This is an optimization exercise on Yosys and OpenROAD, whose aim is small area, a short achievable clock period and few clock cycles, not a production implementation.
RTL that was checked went through simulation tests only; none was proved equivalent to the original.
The RTL of run 1 was laid out without a check of its function.
No activity file was given, so power comes from the tool's default toggle rates.

## flow/design.v (module list and top-level ports; edited modules follow where they fit)
// module psyn_sine_lut: 370 lines
// module psyn_pm_tab: 522 lines
// module psyn_u_tab: 136 lines
// module psyn_core: 468 lines
module psyn_core (
    input  wire        clk,
    input  wire        rst,
    input  wire        op_valid,
    input  wire        op_tick,
    input  wire [31:0] op_word,
    output wire        op_ready,
    output wire        resp_valid,
    output wire [2:0]  resp_status,
    output wire [15:0] resp_sample
);
  // ...
==> flow/run.sh <==
#!/bin/bash
# synth_recipe.tcl (not shown) runs the flow's synth.tcl, then flattens the netlist and writes it again
# the make line also repeats each setting of config.mk as NAME=value (left out here)
make -C /OpenROAD-flow-scripts/flow DESIGN_CONFIG=/design/flow/config.mk WORK_HOME=/design/flow/orfs CLKGATE_MAP_FILE= SYNTH_SCRIPT=/design/flow/synth_recipe.tcl finish
==> flow/config.mk <==
export PLATFORM = sky130hd
export DESIGN_NAME = psyn_core
export DESIGN_NICKNAME = psyn_core
export VERILOG_FILES = /design/flow/design.v
export SDC_FILE = /design/flow/constraint.sdc
export NUM_CORES = 4
export LEC_CHECK = 0
export ABC_AREA = 1
export CAP_MARGIN = 20
export CORE_MARGIN = 2
export CORE_UTILIZATION = 65
export CTS_BUF_LIST = sky130_fd_sc_hd__clkbuf_8
export CTS_CLUSTER_DIAMETER = 45
export CTS_CLUSTER_SIZE = 16
export SLEW_MARGIN = 20
==> flow/constraint.sdc <==
create_clock -name core_clock -period 90.0 [get_ports {clk}]
set_input_delay 18.0000 -clock core_clock [delete_from_list [all_inputs] [get_ports {clk}]]
set_output_delay 18.0000 -clock core_clock [all_outputs]
set_load 0.01 [all_outputs]
==> metrics.cfg, run 1 <==
[worst_hold_path]
worstHoldStart = rSC[8]

[sta]
rsz0062_at_grt = false
min_period_over_period = 0.219
fin_ws_ps = 70330

[setup_path]
path_max_fanout = 1
r2r_end = rLS[118]

[pwr]
p_seq_frac = 0.501
vdd_ir_drop_max_v = 0.0000277
p_total_mw = 1.22
powerComb_mw = 0.245

[layout]
final_util = 0.701
fin_cells = 8863
clock_area_frac = 0.0375
syn_to_final_growth_pct = 6.46
seq_share = 0.405
area_dominant_class = multi-input combinational cells
mostFrequentLayoutCell = dfxtp_1

[synthesis]
yosysTopAreaCell = dfxtp_1
syn_avg_cell_area_um2 = 8.31
yosysMostFrequentCell = dfxtp_1
synth-xor-area-share = 0.0444
synth_top_cells_by_count = 1214 x dfxtp_1, 1205 x nand2_1, 996 x inv_1, 787 x o21ai_0, 500 x a21oi_1
synthMuxAreaShare = 0.00201
synth-adder-area-share = 0.127

[outcome]
status = complete, no violations

[clocking]
h-tree-depth = 3

[routing]
routed_via_density = 5.71
drt_iter0_drc = 4895

[placed_design]
dpl.hpwl_mm = 115
io_buffers = 48

==> module psyn_core, before the edit <==
module psyn_core (
    input  wire        clk,
    input  wire        rst,
    input  wire        op_valid,
    input  wire        op_tick,
    input  wire [31:0] op_word,
    output wire        op_ready,
    output wire        resp_valid,
    output wire [2:0]  resp_status,
    output wire [15:0] resp_sample
);
    localparam [2:0] ST_OK        = 3'd0;
    localparam [2:0] ST_INV_EVENT = 3'd1;
    localparam [2:0] ST_RANGE     = 3'd2;
    localparam [2:0] ST_BUSY      = 3'd3;
    localparam [2:0] ST_INV_CHAN  = 3'd4;
    localparam [3:0] K_END    = 4'd0;
    localparam [3:0] K_TIME   = 4'd1;
    localparam [3:0] K_ENABLE = 4'd2;
    localparam [3:0] K_MUTE   = 4'd3;
    localparam [3:0] K_SETF   = 4'd4;
    localparam [3:0] K_FSTEP  = 4'd5;
    localparam [3:0] K_PMSRC  = 4'd6;
    localparam [3:0] K_SETA   = 4'd7;
    localparam [3:0] K_ASTEP  = 4'd8;
    localparam [3:0] K_AMSRC  = 4'd9;
    localparam [3:0] K_ASCALE = 4'd10;
    localparam [3:0] K_SINT   = 4'd11;
    reg [16*8-1:0] rF;     
    reg [16*8-1:0] rFS;    
    reg [16*8-1:0] rIV;    
    reg [16*8-1:0] rC;     
    reg [8*8-1:0]  rAM;    
    reg [8*8-1:0]  rAS;    
    reg [5*8-1:0]  rSC;    
    reg [8-1:0]    rPE;    
    reg [3*8-1:0]  rPD;    
    reg [8-1:0]    rAE;    
    reg [3*8-1:0]  rAD;    
    reg [16*8-1:0] rLS;    
    reg [16*8-1:0] rT;     
    reg [2:0]  h;          
    reg [7:0]  en_mask;
    reg [7:0]  mu_mask;
    reg [15:0] remaining;
    reg [15:0] lfsr;
    wire [15:0] lfsr_next = {lfsr[14:0], lfsr[15] ^ lfsr[13] ^ lfsr[12] ^ lfsr[10]};
    reg [3:0]  clr_cnt;    
    wire       clearing = (clr_cnt != 4'd0);
    reg        run;        
    reg        mproc;      
    reg signed [18:0] acc;
    reg        dv_busy;
    reg [2:0]  dv_cnt;
    reg        dv_port;    
    reg [2:0]  dv_ch;
    reg [15:0] dv_r;
    reg [15:0] dv_t;
    reg [15:0] dv_i;
    reg [24:0] q0, q1;     
    reg        q_rd, q_wr;
    reg [1:0]  q_cnt;
    reg        q_full;
    reg        q_rdy;      
    assign op_ready = q_rdy;
    wire accept = op_valid && !q_full;
    wire [24:0] cur     = q_rd ? q1 : q0;
    wire        have    = (q_cnt != 2'd0);
    wire        c_tick  = cur[24];
    wire [3:0]  c_kind  = cur[23:20];
    wire [3:0]  c_chan  = cur[19:16];
    wire [15:0] c_val   = cur[15:0];
    wire        running = (remaining != 16'd0);
    wire        src_dis = (c_val == 16'hFFFF);
    reg [2:0] c_status;
    reg       c_voice;     
    always @(*) begin
        c_status = ST_OK;
        c_voice  = 1'b0;
        if (c_kind == K_END || c_kind == K_TIME) begin
            c_status = ST_OK;
        end else if (running) begin
            c_status = ST_BUSY;
        end else if (c_kind >= 4'd12) begin
            c_status = ST_INV_EVENT;
        end else if (c_kind == K_ENABLE || c_kind == K_MUTE) begin
            c_status = ST_OK;
        end else if (c_chan[3]) begin
            c_status = ST_INV_CHAN;
        end else if ((c_kind == K_PMSRC || c_kind == K_AMSRC) && !src_dis && c_val[3]) begin
            c_status = ST_INV_CHAN;
        end else if (c_kind == K_ASCALE && c_val[15:5] != 11'd0) begin
            c_status = ST_RANGE;
        end else begin
            c_voice = 1'b1;
        end
    end
    wire is_global = (c_kind == K_END) || (!running && (c_kind == K_ENABLE || c_kind == K_MUTE));
    wire tick_go   = have && c_tick && running && (h == 3'd0) && !clearing && !dv_busy;
    wire proc      = tick_go || run;            
    wire busy      = proc || mproc || (dv_busy && c_kind == K_END);
    wire dv_block = dv_busy && (c_kind == K_SINT || c_chan[2:0] == dv_ch);
    wire wr_ok   = have && !c_tick && c_voice && !clearing && !dv_block;
    wire wrA     = wr_ok && !proc && (c_chan[2:0] == h);
    wire wrB     = wr_ok && (!proc || h[2]) && (c_chan[2:0] == h + 3'd4) && !wrA;
    wire exec = have && (c_tick ? (!running || tick_go)
                                : (c_voice ? (wrA || wrB)
                                           : (is_global ? !busy : 1'b1)));
    wire selF  = (c_kind == K_SETF);
    wire selFS = (c_kind == K_FSTEP);
    wire selP  = (c_kind == K_PMSRC);
    wire selAM = (c_kind == K_SETA);
    wire selAS = (c_kind == K_ASTEP);
    wire selA  = (c_kind == K_AMSRC);
    wire selSC = (c_kind == K_ASCALE);
    wire selIV = (c_kind == K_SINT);
    wire [2:0] w_off = src_dis ? 3'd0 : (c_val[2:0] - c_chan[2:0]);
    function [15:0] dstep;
        input [15:0] r;
        input        b;
        input [15:0] d;
        reg   [16:0] x;
        begin
            x = {r, b};
            dstep = (x >= {1'b0, d}) ? (x[15:0] - d) : x[15:0];
        end
    endfunction
    wire [15:0] dv_r1 = dstep(dv_r, dv_t[15], dv_i);
    wire [15:0] dv_r2 = dstep(dv_r1, dv_t[14], dv_i);
    wire        dv_wb = dv_busy && (dv_cnt == 3'd7);
    wire        dv_go = selIV && (c_val != 16'd0) && (wrA || wrB);
    function [6:0] mod125_16;
        input [15:0] v;
        reg [9:0] s1;
        reg [7:0] s2;
        begin
            s1 = 9 * v[15:14] + 3 * v[13:7] + v[6:0];
            s2 = 3 * s1[9:7] + s1[6:0];
            mod125_16 = (s2 >= 8'd125) ? s2 - 8'd125 : s2[6:0];
        end
    endfunction
    function [6:0] mod125_14;
        input [13:0] v;
        reg [8:0] s1;
        reg [7:0] s2;
        begin
            s1 = 3 * v[13:7] + v[6:0];
            s2 = 3 * s1[8:7] + s1[6:0];
            mod125_14 = (s2 >= 8'd125) ? s2 - 8'd125 : s2[6:0];
        end
    endfunction
    wire [15:0] f3 = rF[16*3 +: 16];
    wire [15:0] t3 = rT[16*3 +: 16];
    wire [15:0] plo = f3[7:0] * t3[7:0];
    reg [6:0]  p2_fm, p2_tm;
    reg [7:0]  p2_a;     
    wire [13:0] pr   = p2_fm * p2_tm;
    wire [6:0]  b125 = mod125_14(pr);
    wire [5:0]  a64  = p2_a[5:0];
    wire [6:0]  dd   = (b125 >= {1'b0, a64}) ? b125 - {1'b0, a64} : b125 + 7'd125 - {1'b0, a64};
    reg [7:0]  p1_a;     
    reg [6:0]  p1_d;
    wire [13:0] d84  = p1_d * 7'd84;
    wire [8:0]  u1   = 3 * d84[13:7] + d84[6:0];
    wire [7:0]  u2   = 3 * u1[8:7] + u1[6:0];
    wire [6:0]  u125 = (u2 >= 8'd125) ? u2 - 8'd125 : u2[6:0];
    wire [8:0]  ut1;
    wire [4:0]  ut2;
    psyn_u_tab u_utab (.u(u125), .t1(ut1), .t2(ut2));
    wire [6:0]  yb   = {2'd0, ut2} + {1'b0, p1_a[5:0]} + {4'd0, p1_a[5:3]};
    wire [1:0]  yq   = (yb >= 7'd75) ? 2'd3 : (yb >= 7'd50) ? 2'd2 : (yb >= 7'd25) ? 2'd1 : 2'd0;
    wire [8:0]  ab_b = ut1 + {7'd0, yq};
    wire [1:0]  ab_k = p1_a[7:6] - u125[1:0];
    wire [2:0]  PD1 = rPD[3*1 +: 3];
    wire [15:0] pre_ls = rLS[16*(PD1 + 3'd1) +: 16];
    reg [1:0]  h_k;
    reg [8:0]  h_b;
    reg        h_pm7;
    reg [15:0] h_pm;
    wire [15:0] F0  = rF[15:0];
    wire [15:0] FS0 = rFS[15:0];
    wire [15:0] IV0 = rIV[15:0];
    wire [15:0] C0  = rC[15:0];
    wire [7:0]  AM0 = rAM[7:0];
    wire [7:0]  AS0 = rAS[7:0];
    wire [4:0]  SC0 = rSC[4:0];
    wire [15:0] LS0 = rLS[15:0];
    wire [15:0] T0  = rT[15:0];
    wire [2:0]  PD0 = rPD[2:0];
    wire [2:0]  AD0 = rAD[2:0];
    wire [15:0] am_s = rLS[16*AD0 +: 16];
    wire signed [17:0] amp = $signed({10'd0, AM0}) +
                             (rAE[0] ? $signed({{2{am_s[15]}}, am_s}) : 18'sd0);
    wire amp_nz = (amp != 18'sd0);
    wire [15:0] pmv = h_pm7 ? rLS[16*7 +: 16] : h_pm;
    wire [7:0]  ptab;
    psyn_pm_tab u_pmtab (.v(pmv[15:7]), .r(ptab));
    wire [9:0]  xs  = {1'b0, h_b} + {1'b0, ptab[5:0], 3'b000} + {3'd0, pmv[6:0]};
    wire [1:0]  xq  = (xs >= 10'd720) ? 2'd2 : (xs >= 10'd360) ? 2'd1 : 2'd0;
    wire [8:0]  xb  = xs[8:0] - ((xs >= 10'd720) ? 9'd208 : (xs >= 10'd360) ? 9'd360 : 9'd0);
    wire [1:0]  xk  = h_k + ptab[7:6] + xq;
    wire        sin_neg = xk[1];
    wire [8:0]  ang_q   = xk[0] ? (9'd359 - xb) : xb;
    wire [7:0]  lut_val;
    psyn_sine_lut u_lut (.idx(ang_q), .val(lut_val));
    wire is_dc    = (F0 == 16'd0);
    wire is_noise = (F0 == 16'hFFFF);
    wire [8:0] nz  = lfsr[8:0];
    wire [8:0] nzm = nz[8] ? (9'd0 - nz) : nz;    
    wire [8:0] mag = is_dc ? 9'd1 : is_noise ? nzm : {1'b0, lut_val};
    wire       sgn = is_dc ? 1'b0 : is_noise ? nz[8] : sin_neg;
    wire [10:0] bm = {2'b00, mag};
    reg  [24:0] brow0, brow1, brow2, brow3, brow4, bcor;
    reg  [24:0] bpp;
    reg  [18:0] bpp19;
    reg  [2:0]  bg;
    reg         bs1, bs2, bng;
    integer     bi;
    always @(*) begin
        bcor = 25'd0;
        brow0 = 25'd0; brow1 = 25'd0; brow2 = 25'd0; brow3 = 25'd0; brow4 = 25'd0;
        for (bi = 0; bi < 5; bi = bi + 1) begin
            bg  = (bi == 0) ? {bm[1:0], 1'b0} : bm[2*bi+1 -: 3];
            bs1 = bg[1] ^ bg[0];
            bs2 = (bg == 3'b011) || (bg == 3'b100);
            bng = (bg[2] ^ sgn) && (bg != 3'b000) && (bg != 3'b111);
            bpp19 = (bs1 ? {amp[17], amp} : bs2 ? {amp, 1'b0} : 19'd0) ^ {19{bng}};
            bpp = {6'd0, !bpp19[18], bpp19[17:0]};
            case (bi)
                0: brow0 = bpp;
                1: brow1 = bpp << 2;
                2: brow2 = bpp << 4;
                3: brow3 = bpp << 6;
                default: brow4 = bpp << 8;
            endcase
            bcor[2*bi] = bng;
        end
        bcor = bcor | 25'hAC0000;    
    end
    function [49:0] csa;
        input [24:0] x, y, z;
        begin
            csa[24:0]  = x ^ y ^ z;
            csa[49:25] = {((x & y) | (x & z) | (y & z)), 1'b0};
        end
    endfunction
    wire [49:0] bl1a = csa(brow0, brow1, brow2);
    wire [49:0] bl1b = csa(brow3, brow4, bcor);
    wire [49:0] bl2  = csa(bl1a[24:0], bl1a[49:25], bl1b[24:0]);
    wire [49:0] bl3  = csa(bl2[24:0], bl2[49:25], bl1b[49:25]);
    wire signed [24:0] prod = bl3[24:0] + bl3[49:25];
    wire [40:0] pext = {{16{prod[24]}}, prod};
    wire [15:0] shw  = pext >> SC0;
    reg  [9:0]  psame;     
    integer     pj;
    always @(*) begin
        psame[9] = 1'b1;
        for (pj = 8; pj >= 0; pj = pj - 1)
            psame[pj] = psame[pj+1] && (prod[15+pj] == prod[24]);
    end
    wire        povf = (SC0 <= 5'd9) && !psame[SC0];
    wire [15:0] smp  = povf ? {prod[24], {15{!prod[24]}}} : shw;
    wire ramp = (IV0 != 16'd0) && (C0 == 16'd0);
    wire signed [17:0] f_sum = $signed({2'b00, F0}) + $signed({{2{FS0[15]}}, FS0});
    wire [15:0] f_ramped = (f_sum < 0) ? 16'd0 :
                           (f_sum > 18'sd16000) ? 16'd16000 : f_sum[15:0];
    wire signed [9:0] a_sum = $signed({2'b00, AM0}) + $signed({{2{AS0[7]}}, AS0});
    wire [15:0] c_inc = C0 + 16'd1;
    wire step = proc && en_mask[h];
    reg [15:0] nF, nLS, nT, nC;
    reg [7:0]  nAM, nAS;
    always @(*) begin
        nF  = F0;
        nAM = AM0;
        nAS = AS0;
        nLS = LS0;
        nT  = T0;
        nC  = C0;
        if (step) begin
            nLS = smp;
            nT  = T0 + 16'd1;
            nC  = (T0 == 16'hFFFF || c_inc == IV0) ? 16'd0 : c_inc;
            if (ramp) begin
                if (FS0 != 16'd0)
                    nF = f_ramped;
                if (AS0 != 8'd0) begin
                    if (a_sum < 0) begin
                        nAM = 8'd0;
                        nAS = 8'd0;
                    end else if (a_sum > 10'sd255) begin
                        nAM = 8'd255;
                        nAS = 8'd0;
                    end else begin
                        nAM = a_sum[7:0];
                    end
                end
            end
        end
    end
    wire [2:0]  mch = h - 3'd1;                        
    wire [15:0] LS7 = rLS[16*7 +: 16];
    wire signed [18:0] contrib = mu_mask[mch] ? 19'sd0 : $signed({{3{LS7[15]}}, LS7});
    wire signed [18:0] acc_in  = (h == 3'd1) ? 19'sd0 : acc;
    wire signed [18:0] acc_sum = acc_in + contrib;
    wire        mfinal  = mproc && (h == 3'd0);
    wire [15:0] mix_sat = (acc_sum > 19'sd32767)  ? 16'h7FFF :
                          (acc_sum < -19'sd32768) ? 16'h8000 : acc_sum[15:0];
    reg [7:0]  dl_v;
    reg [23:0] dl_st;
    reg        rv_q;
    reg [2:0]  rst_q;
    reg [15:0] rs_q;
    reg        rst_d;      
    assign resp_valid  = rv_q;
    assign resp_status = rst_q;
    assign resp_sample = rs_q;
    wire wbA = dv_wb && !dv_port;
    wire wbB = dv_wb && dv_port;
    always @(posedge clk) begin
        rF[16*7-1:0]  <= rF[16*8-1:16];
        rFS[16*7-1:0] <= rFS[16*8-1:16];
        rIV[16*7-1:0] <= rIV[16*8-1:16];
        rC[16*7-1:0]  <= rC[16*8-1:16];
        rAM[8*7-1:0]  <= rAM[8*8-1:8];
        rAS[8*7-1:0]  <= rAS[8*8-1:8];
        rSC[5*7-1:0]  <= rSC[5*8-1:5];
        rPE[6:0]      <= rPE[7:1];
        rPD[3*7-1:0]  <= rPD[3*8-1:3];
        rAE[6:0]      <= rAE[7:1];
        rAD[3*7-1:0]  <= rAD[3*8-1:3];
        rLS[16*7-1:0] <= rLS[16*8-1:16];
        rT[16*7-1:0]  <= rT[16*8-1:16];
        if (wrB) begin
            if (selF)  rF[16*3 +: 16] <= c_val;
            if (selF)  rT[16*3 +: 16] <= 16'd0;
            if (selF || selIV) rC[16*3 +: 16] <= 16'd0;
            if (selFS) rFS[16*3 +: 16] <= c_val;
            if (selIV) rIV[16*3 +: 16] <= c_val;
            if (selAM) rAM[8*3 +: 8] <= c_val[7:0];
            if (selAS) rAS[8*3 +: 8] <= c_val[7:0];
            if (selSC) rSC[5*3 +: 5] <= c_val[4:0];
            if (selP)  begin rPE[3] <= !src_dis; rPD[3*3 +: 3] <= w_off; end
            if (selA)  begin rAE[3] <= !src_dis; rAD[3*3 +: 3] <= w_off; end
        end
        if (wbB)
            rC[16*3 +: 16] <= dv_r2;
        if (clearing || rst_d) begin
            rF[16*7 +: 16]  <= 16'd0;
            rFS[16*7 +: 16] <= 16'd0;
            rIV[16*7 +: 16] <= 16'd0;
            rC[16*7 +: 16]  <= 16'd0;
            rAM[8*7 +: 8]   <= 8'd0;
            rAS[8*7 +: 8]   <= 8'd0;
            rSC[5*7 +: 5]   <= 5'd0;
            rPE[7]          <= 1'b0;
            rPD[3*7 +: 3]   <= 3'd0;
            rAE[7]          <= 1'b0;
            rAD[3*7 +: 3]   <= 3'd0;
            rLS[16*7 +: 16] <= 16'd0;
            rT[16*7 +: 16]  <= 16'd0;
        end else begin
            rF[16*7 +: 16]  <= (wrA && selF)  ? c_val : nF;
            rT[16*7 +: 16]  <= (wrA && selF)  ? 16'd0 : nT;
            rC[16*7 +: 16]  <= wbA ? dv_r2 : (wrA && (selF || selIV)) ? 16'd0 : nC;
            rFS[16*7 +: 16] <= (wrA && selFS) ? c_val : FS0;
            rIV[16*7 +: 16] <= (wrA && selIV) ? c_val : IV0;
            rAM[8*7 +: 8]   <= (wrA && selAM) ? c_val[7:0] : nAM;
            rAS[8*7 +: 8]   <= (wrA && selAS) ? c_val[7:0] : nAS;
            rSC[5*7 +: 5]   <= (wrA && selSC) ? c_val[4:0] : SC0;
            rPE[7]          <= (wrA && selP)  ? !src_dis : rPE[0];
            rPD[3*7 +: 3]   <= (wrA && selP)  ? w_off : PD0;
            rAE[7]          <= (wrA && selA)  ? !src_dis : rAE[0];
            rAD[3*7 +: 3]   <= (wrA && selA)  ? w_off : AD0;
            rLS[16*7 +: 16] <= nLS;
        end
        p2_fm <= mod125_16(f3);
        p2_tm <= mod125_16(t3);
        p2_a  <= plo[7:0];
        p1_a  <= p2_a;
        p1_d  <= dd;
        h_k   <= ab_k;
        h_b   <= ab_b;
        h_pm7 <= rPE[1] && (PD1 == 3'd7);
        h_pm  <= (rPE[1] && PD1 != 3'd7) ? pre_ls : 16'd0;
        if (dv_go) begin
            dv_t <= wrA ? T0 : rT[16*4 +: 16];
            dv_i <= c_val;
            dv_r <= 16'd0;
            dv_port <= wrB;
            dv_ch <= c_chan[2:0];
        end else begin
            dv_t <= {dv_t[13:0], 2'b00};
            dv_r <= dv_r2;
        end
        if (mproc)
            acc <= acc_sum;
        if (!q_full) begin
            if (q_wr) q1 <= {op_tick, op_word[31:24], op_word[15:0]};
            else      q0 <= {op_tick, op_word[31:24], op_word[15:0]};
        end
        if (rst) begin
            q_rd   <= 1'b0;
            q_wr   <= 1'b0;
            q_cnt  <= 2'd0;
            q_full <= 1'b0;
            q_rdy  <= 1'b1;
            dl_v   <= 8'd0;
            rv_q   <= 1'b0;
        end else begin
            if (accept)
                q_wr <= !q_wr;
            if (exec)
                q_rd <= !q_rd;
            q_cnt  <= q_cnt + {1'b0, accept} - {1'b0, exec};
            q_full <= (q_cnt == 2'd2 && !exec) || (q_cnt == 2'd1 && accept && !exec);
            q_rdy  <= !((q_cnt == 2'd2 && !exec) || (q_cnt == 2'd1 && accept && !exec));
            dl_v   <= {dl_v[6:0], exec};
            rv_q   <= dl_v[7];
        end
        rs_q <= mfinal ? mix_sat : 16'd0;
        rst_d <= rst;
        if (rst_d) begin
            h         <= 3'd0;
            en_mask   <= 8'd0;
            mu_mask   <= 8'd0;
            remaining <= 16'd0;
            lfsr      <= 16'hACE1;
            clr_cnt   <= 4'd8;
            run       <= 1'b0;
            mproc     <= 1'b0;
            dv_busy   <= 1'b0;
        end else begin
            h <= h + 3'd1;
            if (clearing)
                clr_cnt <= clr_cnt - 4'd1;
            if (exec && !c_tick) begin
                if (c_kind == K_END) begin
                    en_mask   <= 8'd0;
                    mu_mask   <= 8'd0;
                    remaining <= 16'd0;
                    clr_cnt   <= 4'd8;
                end else if (c_kind == K_TIME) begin
                    remaining <= c_val;
                end else if (!running && c_kind == K_ENABLE) begin
                    en_mask <= c_val[7:0];
                end else if (!running && c_kind == K_MUTE) begin
                    mu_mask <= c_val[7:0];
                end
            end
            if (tick_go)
                remaining <= remaining - 16'd1;
            if (dv_go) begin
                dv_busy <= 1'b1;
                dv_cnt  <= 3'd0;
            end else if (dv_busy) begin
                dv_cnt <= dv_cnt + 3'd1;
                if (dv_wb)
                    dv_busy <= 1'b0;
            end
            run   <= tick_go || (run && h != 3'd7);
            mproc <= proc;
            if (step && is_noise && amp_nz)
                lfsr <= lfsr_next;
        end
        dl_st <= {dl_st[20:0], c_tick ? ST_OK : c_status};
        rst_q <= dl_st[23:21];
    end
endmodule
==> run 2: changes to the inputs <==
--- a/flow/design.v
+++ b/flow/design.v
@@ -1075,6 +1075,7 @@
     wire [15:0] lfsr_next = {lfsr[14:0], lfsr[15] ^ lfsr[13] ^ lfsr[12] ^ lfsr[10]};
     reg [3:0]  clr_cnt;    
     wire       clearing = (clr_cnt != 4'd0);
+    reg        rst_d;      
     reg        run;        
     reg        mproc;      
     reg signed [18:0] acc;
@@ -1143,6 +1144,10 @@
     wire selSC = (c_kind == K_ASCALE);
     wire selIV = (c_kind == K_SINT);
     wire [2:0] w_off = src_dis ? 3'd0 : (c_val[2:0] - c_chan[2:0]);
+    wire       clrA   = clearing || rst_d;
+    wire [15:0] wdat  = clrA ? 16'd0 : c_val;
+    wire       w_en   = !clrA && !src_dis;
+    wire [2:0] w_offc = clrA ? 3'd0 : w_off;
     function [15:0] dstep;
         input [15:0] r;
         input        b;
@@ -1277,7 +1282,7 @@
     wire [49:0] bl2  = csa(bl1a[24:0], bl1a[49:25], bl1b[24:0]);
     wire [49:0] bl3  = csa(bl2[24:0], bl2[49:25], bl1b[49:25]);
     wire signed [24:0] prod = bl3[24:0] + bl3[49:25];
-    wire [40:0] pext = {{16{prod[24]}}, prod};
+    wire [55:0] pext = {{31{prod[24]}}, prod};
     wire [15:0] shw  = pext >> SC0;
     reg  [9:0]  psame;     
     integer     pj;
@@ -1338,7 +1343,6 @@
     reg        rv_q;
     reg [2:0]  rst_q;
     reg [15:0] rs_q;
-    reg        rst_d;      
     assign resp_valid  = rv_q;
     assign resp_status = rst_q;
     assign resp_sample = rs_q;
@@ -1372,35 +1376,19 @@
         end
         if (wbB)
             rC[16*3 +: 16] <= dv_r2;
-        if (clearing || rst_d) begin
-            rF[16*7 +: 16]  <= 16'd0;
-            rFS[16*7 +: 16] <= 16'd0;
-            rIV[16*7 +: 16] <= 16'd0;
-            rC[16*7 +: 16]  <= 16'd0;
-            rAM[8*7 +: 8]   <= 8'd0;
-            rAS[8*7 +: 8]   <= 8'd0;
-            rSC[5*7 +: 5]   <= 5'd0;
-            rPE[7]          <= 1'b0;
-            rPD[3*7 +: 3]   <= 3'd0;
-            rAE[7]          <= 1'b0;
-            rAD[3*7 +: 3]   <= 3'd0;
-            rLS[16*7 +: 16] <= 16'd0;
-            rT[16*7 +: 16]  <= 16'd0;
-        end else begin
-            rF[16*7 +: 16]  <= (wrA && selF)  ? c_val : nF;
-            rT[16*7 +: 16]  <= (wrA && selF)  ? 16'd0 : nT;
-            rC[16*7 +: 16]  <= wbA ? dv_r2 : (wrA && (selF || selIV)) ? 16'd0 : nC;
-            rFS[16*7 +: 16] <= (wrA && selFS) ? c_val : FS0;
-            rIV[16*7 +: 16] <= (wrA && selIV) ? c_val : IV0;
-            rAM[8*7 +: 8]   <= (wrA && selAM) ? c_val[7:0] : nAM;
-            rAS[8*7 +: 8]   <= (wrA && selAS) ? c_val[7:0] : nAS;
-            rSC[5*7 +: 5]   <= (wrA && selSC) ? c_val[4:0] : SC0;
-            rPE[7]          <= (wrA && selP)  ? !src_dis : rPE[0];
-            rPD[3*7 +: 3]   <= (wrA && selP)  ? w_off : PD0;
-            rAE[7]          <= (wrA && selA)  ? !src_dis : rAE[0];
-            rAD[3*7 +: 3]   <= (wrA && selA)  ? w_off : AD0;
-            rLS[16*7 +: 16] <= nLS;
-        end
+        rF[16*7 +: 16]  <= (clrA || (wrA && selF))  ? wdat : nF;
+        rT[16*7 +: 16]  <= (clrA || (wrA && selF))  ? 16'd0 : nT;
+        rC[16*7 +: 16]  <= wbA ? dv_r2 : (clrA || (wrA && (selF || selIV))) ? 16'd0 : nC;
+        rFS[16*7 +: 16] <= (clrA || (wrA && selFS)) ? wdat : FS0;
+        rIV[16*7 +: 16] <= (clrA || (wrA && selIV)) ? wdat : IV0;
+        rAM[8*7 +: 8]   <= (clrA || (wrA && selAM)) ? wdat[7:0] : nAM;
+        rAS[8*7 +: 8]   <= (clrA || (wrA && selAS)) ? wdat[7:0] : nAS;
+        rSC[5*7 +: 5]   <= (clrA || (wrA && selSC)) ? wdat[4:0] : SC0;
+        rPE[7]          <= (clrA || (wrA && selP))  ? w_en : rPE[0];
+        rPD[3*7 +: 3]   <= (clrA || (wrA && selP))  ? w_offc : PD0;
+        rAE[7]          <= (clrA || (wrA && selA))  ? w_en : rAE[0];
+        rAD[3*7 +: 3]   <= (clrA || (wrA && selA))  ? w_offc : AD0;
+        rLS[16*7 +: 16] <= clrA ? 16'd0 : nLS;
         p2_fm <= mod125_16(f3);
         p2_tm <= mod125_16(t3);
         p2_a  <= plo[7:0];
==> metrics.cfg, run 2 <==
[outcome]
status = complete, no violations

[layout]
layout_common_cells = 1331 x nand2_1, 1213 x dfxtp_1, 1028 x inv_1
syn_to_final_growth_pct = 6.44  ; about the same
nets = 8105
drive_above_1_share = 0.0572
mostFrequentLayoutCell = nand2_1
design_area_mm2 = 0.0666

[sta]
min_period_over_period = 0.219  ; +0.000316
setup_violations = 0
clock.fmax_mhz = 50.8
setup-tns-final_ps = 0
relSlewSlack = 0.283
layout_min_cycle_time_ps = 19700
slew_viol_final = 0
skew_ps = 86.5
rsz0062_at_grt = false
worst_slew_pin_slew_ps = 1070
hold_violations = 0

[global_route]
grt-ovfl-total = 0
grt_pass1_vias = 47800
antenna_found_initial = 3
grt_start_max_net_pins = 82
grt_pass1_wl_mm = 252
track_usage = 0.319

[run]
cap_violations = 0

[setup_path]
critPathSlowestCell = clkdlybuf4s50_1
critPathKind = flip-flop to primary output
crit_required_ps = 72000
critical-path-top-delay-family = buffers and inverters
path_max_fanout = 1  ; unchanged
arrival_ps = 1700
max_stage_delay_ps = 540
worstSetupEndpointType = primary output
crit_path_start_kind = flip-flop
crit_buf_inv = 1
path_cells = clkdlybuf4s50_1

[floorplan]
die_x_um = 314
die_h_um = 314
die_area_mm2 = 0.0987
rows = 113
start_util = 0.657
core_area_mm2 = 0.0952
ios = 57

[synthesis]
syn-num-nets = 8128
synth_area_mm2 = 0.0625
synth_warnings = 4
yosysSeqAreaShare = 0.433
synth_top_cells_by_count = 1331 x nand2_1, 1214 x dfxtp_1, 1015 x inv_1, 761 x o21ai_0, 461 x nor2_1
synthTopCellsByArea = dfxtp_1 39%, nand2_1 8.0%, ha_1 7.9%
ys.flop_type = dfxtp_1
syn_avg_cell_area_um2 = 8.29  ; -0.28%
synth_cell_types = 74
yosysTopAreaCellShare = 0.389
yosysMostFrequentCell = nand2_1
synth-seq-cells = 1306
synth_edf_count = 92
syn_inst = 7545
yosysTopAreaCell = dfxtp_1
async_flop_share = 0

[routing]
post_drt_wl_per_cell_um = 18.0
postRouteAntennaNets = 0
dr.pass1.iters = 7
drt_iter0_drc = 4827  ; -1.4%
vias = 50200
totalWireLength_mm = 160
drc_errors = 0
routed_via_density = 5.66  ; -0.86%

[clocking]
cts_buffer_depth = 3
cts_resized = 0
clock-sinks = 1306
numCtsBuffers = 117
h-tree-depth = 3  ; unchanged
cts_tree = done
cts_hold_buf = 0
cts_root_buf = clkbuf_8
post_cts_buffers = 0
clkTransAtPathRegs_ps = 100
clk-insertion-delay-late_ps = 840

[pwr]
p_sw_mw = 0.494
internal_power_mw = 0.913
switching_share = 0.351
powerDensity_mw_per_mm2 = 21.1
pwr-share-clk = 0.258
vdd_ir_drop_max_v = 0.0000226  ; -19%
combinationalPowerShare = 0.271
p_seq_frac = 0.471  ; -0.030
power.leakage_nw = 30.1

[placed_design]
io_buffers = 48  ; unchanged
gp_congestion = 0.959
placed_area_mm2 = 0.0640
dpl.hpwl_mm = 117  ; +1.5%

[worst_hold_path]
hp-class = flip-flop to flip-flop

## run 2: cell count changes after synthesis, moves of 26 or more
cell,change
xor2_1,-45
xnor2_1,+38
o21ai_0,-26
nand2_1,+126
o22ai_1,+37
a21oi_1,-97
## run 2: layer usage
layer  wire (um)  track usage  share of wire  vias to the layer above
met5          13            0       0.000081                        -
met4        6420        0.133          0.040                        2
met3        9740       0.0422          0.061                      365
met2       74600        0.530           0.47                     1772
met1       69000        0.421           0.43                    23400
li1            -            -              -                    24700
## run 2: logic make-up (layout without fill, tap and decap cells)
group | count (synthesis) | in the layout | share of synthesized area
AO/OA/AOI/OAI | 1613 | 1613 | 0.145
XOR/XNOR | 313 | 313 | 0.0443
adder cells (fa/ha/maj) | 547 | 547 | 0.127
buffers and inverters | 1301 | 1355 | 0.0806
flip-flops | 1306 | 1306 | 0.433
multiplexers | 1 | 1 | 0.000180
other | 0 | 6 | 0
AND/OR/NAND/NOR | 2464 | 2464 | 0.169
## run 2: final timing paths
| check | start | endpoint | slack [ps] | depth (start not counted) |
|---|---|---|---|---|
| setup / recovery | rv_q | resp_valid | 70300 | 1 |
| hold / removal | rAM[53] | rAM[45] | 300 | 0 |
| setup reg to reg | h_pm7 | rLS[112] | 72520 | 85 |
| hold reg to reg | rAM[53] | rAM[45] | 300 | 0 |
## run 2: cell type report
type / instances / area [um2]
inverters: 1043 / 3920
diodes: 6 / 15.0
flip-flops and latches: 1306 / 27100
well taps: 1265 / 1580
multi-input cells: 4938 / 30500
clock buffers: 124 / 1710
repair buffers: 116 / 998
fillers: 7778 / 28600
clock inverters: 72 / 787
## run 2: power groups by stage
stage	sequential (mW)	clock, mW	combinational, mW
6_report	0.662	0.363	0.381
4_1_cts	0.662	0.368	0.377
3_5_place_dp	0.675	0	0.374
5_1_grt	0.667	0.391	0.425
2_1_floorplan	0.666	0	0.272
3_3_place_gp	0.673	0	0.365
## run 2: metrics by stage
step | hold WS (ps) | utilization | setup WS (ps) | instances | power (mW)
finish | 299 | 0.699 | 70300 | 8870 | 1.41
CTS | 296 | 0.699 | 70230 | 8863 | 1.41
detailed placement | 312 | 0.673 | 70330 | 8667 | 1.05
global placement | 310 | 0.673 | 70390 | 8667 | 1.04
floorplan | 310 | - | 70940 | 7545 | 0.938
global route | 299 | 0.699 | 70230 | 8869 | 1.48
Testbench counts of run 2, summed over its fixed seeds: cycles 24,032.
==> run 3: changes to the inputs <==
--- a/flow/config.mk
+++ b/flow/config.mk
@@ -8,8 +8,9 @@
 export ABC_AREA = 1
 export CAP_MARGIN = 20
 export CORE_MARGIN = 2
-export CORE_UTILIZATION = 65
+export CORE_UTILIZATION = 75
 export CTS_BUF_LIST = sky130_fd_sc_hd__clkbuf_8
 export CTS_CLUSTER_DIAMETER = 45
 export CTS_CLUSTER_SIZE = 16
+export PLACE_DENSITY = 0.75
 export SLEW_MARGIN = 20
==> metrics.cfg, run 3 <==
[setup_path]
worstSetupEndpointType = primary output
crit_buf_inv = 1  ; unchanged
crit_cells = 1  ; unchanged
critPathSlowestCell = clkdlybuf4s50_1
crit_required_ps = 72000  ; about the same
max_stage_delay_ps = 550  ; about the same
arrival_ps = 1660  ; -40 ps
worstRegToRegCells = 89  ; +4.7%
path_max_fanout = 1  ; unchanged
critPathKind = flip-flop to primary output
critical-path-top-delay-family = buffers and inverters
crit_path_start_kind = flip-flop
path_cells = clkdlybuf4s50_1

[global_route]
grt_start_max_net_pins = 82  ; unchanged
track_usage = 0.397  ; +0.0776
grt_pass1_vias = 51700  ; +8.1%
grt_pass1_wl_mm = 271  ; +7.8%
grt-ovfl-total = 0  ; unchanged
antenna_found_initial = 4  ; +1

[sta]
worst_slew_pin_slew_ps = 1070  ; -3.77 ps
fin_ws_ps = 70340  ; +35.4 ps
clock.fmax_mhz = 50.9  ; +0.18%
setup-tns-final_ps = 0  ; unchanged
layout_min_cycle_time_ps = 19660  ; -35.4 ps
whs_ps = 297  ; -1.43 ps
min_period_over_period = 0.218  ; -0.000393
relSlewSlack = 0.287  ; +0.00373
slew_viol_final = 0  ; unchanged
setup_violations = 0  ; unchanged
skew_ps = 58.9  ; -27.5 ps
rsz0062_at_grt = false
hold_violations = 0  ; unchanged

[placed_design]
dpl_worst_slack_ps = 70360  ; +35.7 ps
dpl.hpwl_mm = 122  ; +4.2%
gp_congestion = 0.971  ; +1.3%
io_buffers = 48  ; unchanged

[synthesis]
yosysSeqAreaShare = 0.433  ; unchanged
synth_area_mm2 = 0.0625  ; unchanged
synth-seq-cells = 1306  ; unchanged
ys.flop_type = dfxtp_1
synthTopCellsByArea = dfxtp_1 39%, nand2_1 8.0%, ha_1 7.9%
yosysTopAreaCellShare = 0.389  ; unchanged
synth_warnings = 4  ; unchanged
syn-num-nets = 8128  ; unchanged
synth_cell_types = 74  ; unchanged
syn_inst = 7545  ; unchanged
yosysTopAreaCell = dfxtp_1
yosysMostFrequentCell = nand2_1
synth_edf_count = 92  ; unchanged
async_flop_share = 0  ; unchanged
syn_avg_cell_area_um2 = 8.29  ; unchanged
synth_top_cells_by_count = 1331 x nand2_1, 1214 x dfxtp_1, 1015 x inv_1, 761 x o21ai_0, 461 x nor2_1

[pwr]
powerDensity_mw_per_mm2 = 21.4  ; +1.1%
power.leakage_nw = 30.0  ; -0.31%
vdd_ir_drop_max_v = 0.0000350  ; +55%

[clocking]
post_cts_buffers = 0  ; unchanged
cts_tree = done
numCtsBuffers = 114  ; -2.6%
clk-insertion-delay-late_ps = 800  ; -40 ps
clock-sinks = 1306  ; unchanged
cts_root_buf = clkbuf_8
h-tree-depth = 3  ; unchanged
cts_hold_buf = 0  ; unchanged
cts_resized = 0  ; unchanged
clkTransAtPathRegs_ps = 90  ; about the same
cts_buffer_depth = 3  ; unchanged

[run]
cap_violations = 0  ; unchanged

[outcome]
status = complete, no violations

[layout]
nets = 8098  ; -0.086%
fillers = 5233  ; -33%
ff_latch_area_mm2 = 0.0271  ; unchanged
multi_input_area_mm2 = 0.0305  ; about the same
mostFrequentLayoutCell = nand2_1
layout_common_cells = 1331 x nand2_1, 1213 x dfxtp_1, 1025 x inv_1
drive_above_1_share = 0.0551  ; -0.00210
syn_to_final_growth_pct = 5.80

[routing]
drt_iter0_drc = 5388  ; +12%
routed_via_density = 6.09  ; +7.5%
post_drt_wl_per_cell_um = 19.9  ; +11%
drc_errors = 0  ; unchanged
vias = 52700  ; +4.9%
postRouteAntennaNets = 0  ; unchanged
dr.pass1.iters = 6  ; -1
totalWireLength_mm = 172  ; +7.9%

[floorplan]
ios = 57  ; unchanged
start_util = 0.759  ; +0.102
die_x_um = 293  ; -6.8%
die_h_um = 293  ; -6.8%
rows = 105  ; -7.1%
die_area_mm2 = 0.0857  ; -13%
core_area_mm2 = 0.0824  ; -13%

[worst_hold_path]
whs_path_depth = 0  ; unchanged
hp-class = flip-flop to flip-flop

==> run 3: cell counts after synthesis <==
No cell type changed its count.
==> run 3: final timing paths <==
| path | start | to | slack (ps) |
|---|---|---|---|
| min reg2reg | rPD[9] | rPD[6] | 300 |
| max reg2reg | h_pm7 | rLS[115] | 73110 |
| min | rPD[9] | rPD[6] | 300 |
| max | rv_q | resp_valid | 70340 |
==> run 3: metrics by stage <==
stage | std cells | instance area (um2) | util | total power, mW
3_3_place_gp | 8468 | 63700 | 0.774 | 1.03
6_report | 8654 | 66200 | 0.803 | 1.41
4_1_cts | 8650 | 66100 | 0.803 | 1.40
2_1_floorplan | 7545 | 62500 | - | 0.938
5_1_grt | 8651 | 66100 | 0.803 | 1.48
3_5_place_dp | 8469 | 63800 | 0.774 | 1.05
==> run 3: final cells by class <==
type                    count  share of cell area
clock buffers             118              0.0246
flip-flops and latches   1306               0.409
diodes                      4            0.000151
inverters                1043              0.0593
repair buffers            112              0.0146
clock inverters            63              0.0114
well taps                1070              0.0202
multi-input cells        4938               0.461
==> run 3: kinds of logic (layout without fill, tap and decap cells) <==
logic type | Yosys count | after routing | share of synthesized area
AND/OR/NAND/NOR | 2464 | 2464 | 0.169
AO/OA/AOI/OAI | 1613 | 1613 | 0.145
flip-flops | 1306 | 1306 | 0.433
buffers and inverters | 1301 | 1336 | 0.0806
adder cells (fa/ha/maj) | 547 | 547 | 0.127
XOR/XNOR | 313 | 313 | 0.0443
multiplexers | 1 | 1 | 0.000180
other | 0 | 4 | 0
==> run 3: report_power, final <==
part | internal (mW) | leakage, nW | total (mW) | switching (mW)
clock | 0.150 | 1.24 | 0.359 | 0.209
sequential | 0.639 | 10.7 | 0.665 | 0.0258
combinational | 0.121 | 18.1 | 0.389 | 0.269
==> run 3: metal layers <==
metal | vias up | global-route usage | part of all wire
met2 | 2816 | 0.658 | 0.47
li1 | 24600 | - | -
met5 | - | 0 | 0.00015
met4 | 4 | 0.233 | 0.062
met3 | 676 | 0.0640 | 0.085
met1 | 24500 | 0.491 | 0.38
==> run 4: changes to the inputs <==
--- a/flow/config.mk
+++ b/flow/config.mk
@@ -6,11 +6,11 @@
 export NUM_CORES = 4
 export LEC_CHECK = 0
 export ABC_AREA = 1
-export CAP_MARGIN = 20
+export CAP_MARGIN = 10
 export CORE_MARGIN = 2
 export CORE_UTILIZATION = 75
 export CTS_BUF_LIST = sky130_fd_sc_hd__clkbuf_8
 export CTS_CLUSTER_DIAMETER = 45
 export CTS_CLUSTER_SIZE = 16
 export PLACE_DENSITY = 0.75
-export SLEW_MARGIN = 20
+export SLEW_MARGIN = 10
==> metrics.cfg, run 4 <==
[setup_path]
crit_cells = 1  ; unchanged
critPathSlowestCell = clkdlybuf4s50_1
critPathKind = flip-flop to primary output
arrival_ps = 1690  ; +30 ps
worstRegToRegCells = 90  ; +1.1%
worstSetupEndpointType = primary output
crit_path_start_kind = flip-flop
path_max_fanout = 1  ; unchanged
crit_buf_inv = 1  ; unchanged
path_cells = clkdlybuf4s50_1
max_stage_delay_ps = 560  ; about the same
critical-path-top-delay-family = buffers and inverters
crit_required_ps = 72000  ; about the same

[global_route]
grt_use_met2 = 0.650  ; -0.00736
grt_start_max_net_pins = 82  ; unchanged
grt_use_met3 = 0.0593  ; -0.00470
grt_pass1_vias = 51300  ; -0.77%
antenna_found_initial = 3  ; -1
use_met1 = 0.487  ; -0.00438
busiest_layer = met2
grt_pass1_wl_mm = 268  ; -1.4%
track_usage = 0.391  ; -0.00552
grt-ovfl-total = 0  ; unchanged

[outcome]
status = complete, no violations

[clocking]
clkTransAtPathRegs_ps = 90  ; about the same
clk-insertion-delay-late_ps = 830  ; +30 ps
cts_hold_buf = 0  ; unchanged
clock-sinks = 1306  ; unchanged
cts_buffer_depth = 3  ; unchanged
numCtsBuffers = 114  ; unchanged
post_cts_buffers = 0  ; unchanged
h-tree-depth = 3  ; unchanged
cts_tree = done
cts_resized = 0  ; unchanged
cts_root_buf = clkbuf_8

[routing]
drc_errors = 0  ; unchanged
vias = 52700  ; +0.074%
postRouteAntennaNets = 0  ; unchanged
routed_via_density = 6.09  ; about the same
post_drt_wl_per_cell_um = 19.7  ; -1.2%
drt_iter0_drc = 5256  ; -2.4%
totalWireLength_mm = 170  ; -1.3%
dr.pass1.iters = 10  ; +4

[floorplan]
start_util = 0.759  ; unchanged
ios = 57  ; unchanged
rows = 105  ; unchanged
core_area_mm2 = 0.0824  ; unchanged
die_h_um = 293  ; unchanged
die_x_um = 293  ; unchanged
die_area_mm2 = 0.0857  ; unchanged

[worst_hold_path]
hp-class = flip-flop to flip-flop
whs_path_depth = 0  ; unchanged

[sta]
worst_slew_pin_slew_ps = 1390  ; +320 ps
setup-tns-final_ps = 0  ; unchanged
setup_violations = 0  ; unchanged
skew_ps = 87.3  ; +28.4 ps
layout_min_cycle_time_ps = 19690  ; +31.5 ps
rsz0062_at_grt = false
slew_viol_final = 0  ; unchanged
relSlewSlack = 0.0646  ; -0.223
min_period_over_period = 0.219  ; +0.000350
clock.fmax_mhz = 50.8  ; -0.16%
hold_violations = 0  ; unchanged

[synthesis]
synthTopCellsByArea = dfxtp_1 39%, nand2_1 8.0%, ha_1 7.9%
syn_inst = 7545  ; unchanged
synth_area_mm2 = 0.0625  ; unchanged
synth_warnings = 4  ; unchanged
yosysMostFrequentCell = nand2_1
yosysTopAreaCell = dfxtp_1
synth-seq-cells = 1306  ; unchanged
yosysSeqAreaShare = 0.433  ; unchanged
yosysTopAreaCellShare = 0.389  ; unchanged
ys.flop_type = dfxtp_1
synth_edf_count = 92  ; unchanged
syn_avg_cell_area_um2 = 8.29  ; unchanged
synth_cell_types = 74  ; unchanged
synth_top_cells_by_count = 1331 x nand2_1, 1214 x dfxtp_1, 1015 x inv_1, 761 x o21ai_0, 461 x nor2_1
async_flop_share = 0  ; unchanged
syn-num-nets = 8128  ; unchanged

[pwr]
internal_power_mw = 0.898  ; -1.3%
p_total_mw = 1.40  ; -1.1%
switching_share = 0.358  ; +0.00163
vdd_ir_drop_max_v = 0.0000359  ; +2.6%
p_seq_frac = 0.475  ; +0.005
p_sw_mw = 0.500  ; -0.62%
combinationalPowerShare = 0.278  ; +0.002
pwr-share-clk = 0.247  ; -0.007
powerDensity_mw_per_mm2 = 21.2  ; -0.88%
power.leakage_nw = 29.9  ; -0.19%

[placed_design]
dpl.hpwl_mm = 122  ; about the same
io_buffers = 48  ; unchanged
gp_congestion = 0.971  ; unchanged

[layout]
syn_to_final_growth_pct = 5.60
nets = 8097  ; -0.012%
mostFrequentLayoutCell = nand2_1
drive_above_1_share = 0.0549  ; -0.000257
fillers = 5316  ; +1.6%
layout_common_cells = 1331 x nand2_1, 1213 x dfxtp_1, 1025 x inv_1

[run]
cap_violations = 0  ; unchanged

-- run 4: through the flow --
step / hold slack [ps] / util / instance area [um2] / worst slack [ps] / cells
2_1_floorplan: 310 / - / 62500 / 70940 / 7545
3_3_place_gp: 309 / 0.774 / 63700 / 70410 / 8468
3_5_place_dp: 312 / 0.774 / 63700 / 70350 / 8468
4_1_cts: 269 / 0.801 / 66000 / 70260 / 8649
5_1_grt: 275 / 0.801 / 66000 / 70260 / 8651
6_report: 252 / 0.802 / 66000 / 70310 / 8653
-- run 4: cell type report --
type	instances	area, um2	share of cell area
Multi-Input combinational cell	4938	30500	0.461
Sequential cell	1306	27100	0.410
Inverter	1043	3920	0.0594
Clock buffer	118	1620	0.0246
Tap cell	1070	1340	0.0203
Timing Repair Buffer	111	953	0.0144
Clock inverter	63	642	0.00972
Antenna cell	4	10.0	0.000152
-- run 4: kinds of logic after synthesis --
logic type               Yosys count  share of synthesized area
flip-flops                      1306                      0.433
multiplexers                       1                   0.000180
XOR/XNOR                         313                     0.0443
AO/OA/AOI/OAI                   1613                      0.145
adder cells (fa/ha/maj)          547                      0.127
AND/OR/NAND/NOR                 2464                      0.169
buffers and inverters           1301                     0.0806
-- run 4: power by group through the flow --
stage               registers [mW]  logic [mW]  clock network, mW
CTS                          0.663       0.377              0.346
floorplan                    0.666       0.272                  0
finish                       0.664       0.388              0.345
global route                 0.668       0.424              0.368
detailed placement           0.676       0.372                  0
global placement             0.673       0.357                  0
-- run 4: final timing paths --
kind	from	endpoint	slack, ps
hold reg to reg	rPD[6]	rPD[3]	250
setup reg to reg	h_pm7	rLS[115]	72960
hold / removal	rPD[6]	rPD[3]	250
setup / recovery	rv_q	resp_valid	70310
-- run 4: metal layers --
metal	vias up	part of all wire
li1	24600	-
met1	24700	0.39
met2	2756	0.47
met3	617	0.082
met4	0	0.060
met5	-	0

[what the ideal ports hide]
How much do the figures lean on ideal ports? The routed layouts below were timed once more, with nothing changed but the port constraints.
Step 1, drivers: a clkbuf_16 drives clk and a buf_2 each remaining input, both assumed.
Step 2 times the ports against the registers' clock, not the clock port: input delays grow and output delays shrink by t, the midpoint of the rising clock arrivals with the driver on.
Slacks: ideal / step 1 / step 2; pairs: ideal / step 1.
run | shift t [ns] | slack for setup (ns) | clock arrival spread, ns | slew at the worst register clock pin (ns) | worst slew at a driven data input, ns
run 1 | 0.853 | 70.332 / 70.266 / 70.310 | 0.074 / 0.074 | 0.10 / 0.10 | 0.05
run 2 | 0.871 | 70.303 / 70.229 / 70.365 | 0.089 / 0.089 | 0.10 / 0.10 | 0.05
run 3 | 0.845 | 70.339 / 70.268 / 70.379 | 0.063 / 0.063 | 0.10 / 0.10 | 0.07
run 4 | 0.857 | 70.307 / 70.237 / 70.329 | 0.093 / 0.094 | 0.10 / 0.10 | 0.07
After both steps every run listed still meets setup and hold. The setup slack of run 1, which loses most, moves by -0.066 ns with the drivers and by -0.022 ns with both steps.
